Context: an optimization exercise on an open-source flow, tuned for small area, a short achievable clock period and few clock cycles. The choices shown serve that exercise and are no tape-out recipe. Only the layout flow was run in this run; the RTL was not checked for function there. No activity file was given, so power comes from the tool's default toggle rates.

$ cat flow/config.mk
export PLATFORM = sky130hd
export DESIGN_NAME = rfbi_timing_solver
export DESIGN_NICKNAME = rfbi_timing_solver
export VERILOG_FILES = /design/flow/design.v
export SDC_FILE = /design/flow/constraint.sdc
export NUM_CORES = 4
export LEC_CHECK = 0
export CAP_MARGIN = 20
export CORE_MARGIN = 2
export CORE_UTILIZATION = 40
export PLACE_DENSITY = 0.6
export SLEW_MARGIN = 20
$ cat flow/constraint.sdc
create_clock -name core_clock -period 11.0 [get_ports {clk}]
set_input_delay 2.2000 -clock core_clock [delete_from_list [all_inputs] [get_ports {clk}]]
set_output_delay 2.2000 -clock core_clock [all_outputs]
set_load 0.01 [all_outputs]
$ cat flow/design.v
module rfbi_timing_solver (
    input  wire         clk,
    input  wire         rst,
    input  wire         cmd_valid,
    output wire         cmd_ready,
    input  wire         cmd_op,
    input  wire [31:0]  cmd_rate_khz,
    input  wire [319:0] cmd_req,
    output reg          done,
    output reg          res_ok,
    output reg          res_gran,
    output reg  [31:0]  res_word_a,
    output reg  [31:0]  res_word_b,
    output wire [329:0] res_rounded,
    output wire [31:0]  period_ps
);
    localparam [2:0] S_IDLE  = 3'd0;
    localparam [2:0] S_STEP  = 3'd1;    
    localparam [2:0] S_FIN   = 3'd2;    
    localparam [2:0] S_SINIT = 3'd3;    
    localparam [2:0] S_SSTEP = 3'd4;    
    localparam [29:0] PS_PER_KHZ = 30'd1000000000;
    reg  [2:0]  state;
    reg  [4:0]  cnt;
    reg  [29:0] per;                    
    wire idle  = (state == S_IDLE);
    wire step  = (state == S_STEP);
    wire fin   = (state == S_FIN);
    wire sinit = (state == S_SINIT);
    wire sstep = (state == S_SSTEP);
    wire stepping = step | sstep;
    assign cmd_ready = idle;
    assign period_ps = {2'b00, per};
    reg  [30:0] rem  [0:9];
    reg  [6:0]  lo   [0:9];             
    reg  [32:0] acc  [0:9];
    wire        set_bit = PS_PER_KHZ[cnt];
    reg  [4:0]  blen;
    integer b;
    always @(*) begin
        blen = 5'd0;
        for (b = 0; b < 30; b = b + 1)
            if (per[b]) blen = b[4:0] + 5'd1;
    end
    wire [4:0]  sbits   = 5'd31 - blen;           
    wire [29:0] set_rem = PS_PER_KHZ >> sbits;
    wire [9:0]  nz;
    wire [7:0]  t1 [0:9];
    wire [6:0]  t2 [0:9];
    wire [9:0]  fit1, fit2;
    wire        all1 = &fit1;
    wire        all2 = &fit2;
    wire        div2 = ~all1;
    wire [9:0]  ge;
    wire [31:0] cand [0:9];
    wire [32:0] sum  [0:9];
    genvar g;
    generate
        for (g = 0; g < 10; g = g + 1) begin : g_eng
            wire in_bit = (g == 0 && sstep) ? set_bit : lo[g][6];
            assign cand[g] = {rem[g], in_bit};
            wire [32:0] diff = {1'b0, cand[g]} - {3'b000, per};
            assign ge[g] = ~diff[32];
            assign nz[g] = |rem[g];
            assign t1[g] = {1'b0, lo[g]} + {7'd0, nz[g]};
            assign t2[g] = t1[g][7:1] + {6'd0, t1[g][0]};
            if (g == 0 || g == 2 || g == 5) begin : g_on
                assign fit1[g] = t1[g] <= 8'd15;
                assign fit2[g] = t1[g] <= 8'd30;
            end else begin : g_off
                assign fit1[g] = t1[g] <= 8'd63;
                assign fit2[g] = t1[g] <= 8'd126;
            end
            wire [1:0]  k   = div2 ? {nz[g] & ~lo[g][0], lo[g][0]}
                                   : {1'b0, nz[g]};
            wire [32:0] kp  = k[1] ? {2'b00, per, 1'b0} :
                              k[0] ? {3'b000, per} : 33'd0;
            wire [32:0] opa = fin ? acc[g] : {acc[g][31:0], 1'b0};
            wire [32:0] opb = fin ? kp :
                              (g == 0 && sstep) ? 33'd1 : {3'b000, per};
            assign sum[g] = opa + opb;
            always @(posedge clk) begin
                if (idle) begin
                    rem[g] <= {6'd0, cmd_req[32*g+7 +: 25]};
                    lo[g]  <= cmd_req[32*g +: 7];
                    acc[g] <= 33'd0;
                end else begin
                    if (g == 0 && sinit)
                        rem[g] <= {1'b0, set_rem};
                    else
                        rem[g] <= ge[g] ? diff[30:0] : cand[g][30:0];
                    lo[g]  <= {lo[g][5:0], ge[g]};
                    if (fin | (stepping & ge[g]))
                        acc[g] <= sum[g];
                    else
                        acc[g] <= {acc[g][31:0], 1'b0};
                end
            end
            assign res_rounded[33*g +: 33] = acc[g];
        end
    endgenerate
    reg [5:0] t [0:9];
    reg [5:0] cs_on, cs_off, we_on, we_off, re_on, re_off;
    reg [5:0] access, we_cycle, re_cycle, cs_pulse, mx;
    integer f;
    always @(*) begin
        for (f = 0; f < 10; f = f + 1)
            t[f] = div2 ? t2[f][5:0] : t1[f][5:0];
        we_on  = t[2];
        we_off = t[3]; if (we_off <= we_on) we_off = we_on + 6'd1;
        re_on  = t[5];
        re_off = t[6]; if (re_off <= re_on) re_off = re_on + 6'd1;
        cs_on  = t[0];
        cs_off = t[1]; if (cs_off <= cs_on) cs_off = cs_on + 6'd1;
        mx = (we_off > re_off) ? we_off : re_off;
        if (cs_off < mx) cs_off = mx;
        access   = t[8]; if (access <= re_on) access = re_on + 6'd1;
        we_cycle = t[4]; if (we_cycle < we_off) we_cycle = we_off;
        re_cycle = t[7]; if (re_cycle < re_off) re_cycle = re_off;
        cs_pulse = t[9];
    end
    always @(posedge clk) begin
        if (rst) begin
            state <= S_IDLE;
            done  <= 1'b0;
        end else begin
            done <= 1'b0;
            case (state)
                S_IDLE: begin
                    if (cmd_valid) begin
                        cnt   <= 5'd6;
                        state <= cmd_op ? S_STEP : S_SINIT;
                    end
                end
                S_STEP: begin
                    cnt <= cnt - 5'd1;
                    if (cnt == 5'd0) state <= S_FIN;
                end
                S_FIN: begin
                    done  <= 1'b1;
                    state <= S_IDLE;
                end
                S_SINIT: begin
                    cnt   <= sbits - 5'd1;
                    state <= S_SSTEP;
                end
                S_SSTEP: begin
                    cnt <= cnt - 5'd1;
                    if (cnt == 5'd0) begin
                        done  <= 1'b1;
                        state <= S_IDLE;
                    end
                end
                default: state <= S_IDLE;
            endcase
        end
    end
    always @(posedge clk) begin
        if (idle && cmd_valid && !cmd_op)
            per <= cmd_rate_khz[29:0];
        else if (sstep && cnt == 5'd0)
            per <= {acc[0][28:0], ge[0]};
    end
    always @(posedge clk) begin
        if (fin) begin
            res_ok     <= all1 | all2;
            res_gran   <= div2;
            res_word_a <= {2'b00, re_off, re_on[3:0], we_off, we_on[3:0],
                           cs_off, cs_on[3:0]};
            res_word_b <= {4'b0000, access, 4'b0000, cs_pulse, re_cycle,
                           we_cycle};
        end
    end
endmodule
$ cat flow/run.sh
#!/bin/bash
# synth_recipe.tcl (not shown) runs the flow's synth.tcl, then flattens the netlist and writes it again
# the make line also repeats each setting of config.mk as NAME=value (left out here)
make -C /OpenROAD-flow-scripts/flow DESIGN_CONFIG=/design/flow/config.mk WORK_HOME=/design/flow/orfs CLKGATE_MAP_FILE= SYNTH_SCRIPT=/design/flow/synth_recipe.tcl finish
==> impl_results.md <==
* Power per Cell Area at between 150 and 200 nW/um^2
* Share of the synthesized area in the top cell type at 20.3%
* Final HPWL DP at ~220 mm
* Worst hold slack at around 0.48 ns
* Critical path arrival at roughly 10 ns
* Die ar. at around 180,000 um^2
* CTS root buffer: clkbuf_16
* Post-Syn Area per Cell at 7.31 um^2
* RSZ-0062 raised after global routing: false
* CTS tree: yes
* DRT met1 WL at 122 mm
* Post-Layout Inst Area at roughly 84,000 um^2
* Setup TNS at 0 ns
* Worst rel slew slack at 15.5%
* Post-layout minimum cycle time at 9.69 ns
* EDFF count, synth at roughly 90
* Mapped Area at ~70,000 um^2
* Initial antenna violation count at 23
* Clock latency (worst-skew pair) at approximately 0.78 ns
* CP Launch Type: flop
* # rows at about 150
* Global Route Usage Sum at between 30% and 40%
* IO Count at between 700 and 800
* Post-Synthesis Cells at 9,618
* Max-capacitance violation count at 0
* Leakage Power at 0.0369 uW
* DRC errors left at 0
* Final worst path period share at 88.1%
* Run status: finished clean
* Port bufs at between 700 and 800
* CTS H-tree depth at 3
* Crit path capture type: flop
* Initial Utilization at between 40% and 50%
* Crit-path max FO at 46
* CTS max path bufs at 3
* Post-Layout Cell Count at ~13,000
* Initial DRT Pass Iterations at 7
* Final wirelength at between 300 and 400 mm
* WL per Instance at approximately 24 um
* DIE HEIGHT at around 420 um
* Post-CTS setup buffers at 0
* CTS hold repair buffers at 0
* Nets at 11,274
* Dpl cell area at 80,600 um^2
* Final setup viols at 0
* Yosys reg bits at about 810
* Fraction of registers with async set/reset at 0%
* Gpl congestion at 0.992
* CORE AREA at about 170,000 um^2
* Num CTS Buffers at between 100 and 150
* Seq/Total Area, Yosys at roughly a quarter
* Max layer used: met5
* DRT iter0 DRCs at between 6,000 and 7,000
* Antenna-violating nets left at 0
* Yosys top cell by area: dfxtp_1
* Via Count at 73,693
* Layout cells sized above 1 at 4.86%
* Inst Count DP at around 12,000
* CP dominant cell by count: ha_1
* Pin count of the biggest net entering global routing at 188
* Remaining Overflow, GRT at 0
* P&R area growth vs syn at 19.9%
* Top_reg_cell synth: dfxtp_1
* Final hold vios at 0
* Total clock sinks at 805
* Setup Skew at around 0.034 ns
* Worst slew pin tran at approximately 1.3 ns
* Top post-synthesis cells by area: dfxtp_1 20%, ha_1 13%, nand2_1 10%
* Slowest cell on the critical path: nor4b_1
* CTS clk-pin slew, worst paths at roughly 0.06 ns
* First-pass GRT wire length at 444 mm
* Synth Warn # at 5
* Max VDD drop at approximately 0.13 mV
* Hold WC Path Type: reg -> reg
* Crit path largest cell delay at 0.74 ns
* Fmax achieved at slightly above 0.1 GHz
* Top-count cell post-synth: nand2_1
* Fin. max-slew vios at 0
* Synth cell types at a little under 100
* CTS-repair resized insts at 0
* CP Class: reg -> reg
* Met2 Wirelength at roughly 130 mm
* Die outline width at 423 um
* WP data required at around 12 ns
* Vias in the first global route at about 70,000
* DR WL met3 at 20.8 mm
* DR vias/cell at 5.84
* Most frequent cells after synthesis: 1,924 x nand2_1, 933 x a21oi_1, 926 x nor2_1
flip-flops by register name, summed over array words and instances (netlist names):
signal      flops
res_gran        1
res_word_b     24
lo             70
per            30
acc           330
done            1
cnt             5
res_word_a     30
res_ok          1
rem           310
state           3
critical path, delay by kind of cell (launching register included):
family | cells | cell delay, ns
simple gates | 12 | 3.20
compound gates | 11 | 2.48
fa+ha+maj | 5 | 1.45
buf+inv | 4 | 0.76
mux | 2 | 0.68
xor+xnor | 2 | 0.58
flops | 1 | 0.33
placed cells by master (no fill, tap or decap), types with 32 or more instances in the layout:
cell / n
a211oi_1: 85
nor2b_1: 87
xor2_1: 207
nand3_1: 194
nand4_1: 49
edfxtp_1: 91
a22o_1: 297
ha_1: 715
clkdlybuf4s50_1: 771
clkbuf_16: 110
nor4_1: 93
nor3_1: 146
inv_1: 281
and3_1: 113
nand2_1: 1922
a31oi_1: 88
o21a_1: 84
dfxtp_1: 714
mux2_2: 54
o211ai_1: 46
and2_1: 49
nor2_1: 923
a21o_1: 208
nand2b_1: 93
or3_1: 59
o21ai_0: 518
a21boi_0: 46
clkbuf_1: 32
a211o_1: 32
buf_4: 151
mux2i_1: 138
xnor2_1: 354
o21bai_1: 72
a21oi_1: 923
stage by stage:
| step | setup slack, ns | total power (uW) | util, % |
|---|---|---|---|
| after global placement | 1.36 | 11700 | 46.3 |
| after CTS | 1.33 | 15500 | 48.3 |
| final | 1.31 | 15600 | 48.4 |
| after global routing | 0.564 | 16600 | 48.4 |
| after detailed placement | 1.32 | 11800 | 46.3 |
| after floorplan | 2.17 | 9500 | - |
metal layers:
layer | up-vias | track usage [%]
met5 | - | 0
met4 | 2 | 25.4
met3 | 759 | 5.60
met2 | 2699 | 51.8
met1 | 35002 | 38.9
li1 | 35231 | -
cells by family (layout without fill, tap and decap cells):
kind of cell / Yosys count / in the layout / synth area share (%)
muxes: 202 / 202 / 3.02
DFF: 805 / 805 / 24.2
adders and majority gates: 738 / 738 / 13.3
other: 1 / 27 / 0.00533
buffers and inverters: 770 / 1413 / 4.19
xor gates and xnor gates: 563 / 563 / 7.05
and+or+nand+nor: 3860 / 3860 / 23.9
AOI/OAI and AO/OA: 2679 / 2679 / 24.3
report_power, final:
part / leakage [uW] / switching (uW) / internal (uW)
Sequential: 0.00673 / 480 / 3510
Combinational: 0.0284 / 4740 / 3200
Clock: 0.00174 / 1550 / 2100
Total: 0.0369 / 6770 / 8810
final cells by class:
cell class | count | area [um^2]
fill | 17239 | 89900
sequential | 805 | 17000
clock inverter | 39 | 448
tap | 2325 | 2910
timing repair buffer | 928 | 8990
multi-input combinational | 8054 | 50700
inverter | 287 | 1090
clock buffer | 159 | 3110
antenna | 15 | 37.5
final timing paths:
path | startpoint | end | depth (start not counted) | slack (ns)
worst max register to register | rem[7][9] | res_word_a[9] | 36 | 1.31
worst min register to register | lo[2][5] | lo[2][6] | 2 | 0.48
worst max-delay path | rem[7][9] | res_word_a[9] | 36 | 1.31
worst min-delay path | lo[2][5] | lo[2][6] | 2 | 0.48

-- separate check: timing with driven ports --
The results above use ideal ports. As a check the final layout listed here was re-extracted and re-timed, cells and wires unchanged.
Step 1 assumes that a clkbuf_16 drives the clock port and a buf_2 every other input.
Step 2, shift: input delay + t, output delay - t, t = (earliest + latest rising clock arrival at the registers) / 2. This alone moves slack from input paths to output paths.
a / b / c = ideal / step 1 / step 2; a / b = the first two.
t, ns: 0.864
slack for setup (ns): 1.306 / 1.306 / 1.306
worst register clock-pin slew, ns: 0.06 / 0.06
worst data-port slew with drivers (ns): 0.21
After both steps setup and hold are still met in this run. For this run, drivers alone change the setup slack by 0.000 ns; drivers and shift together by 0.000 ns.
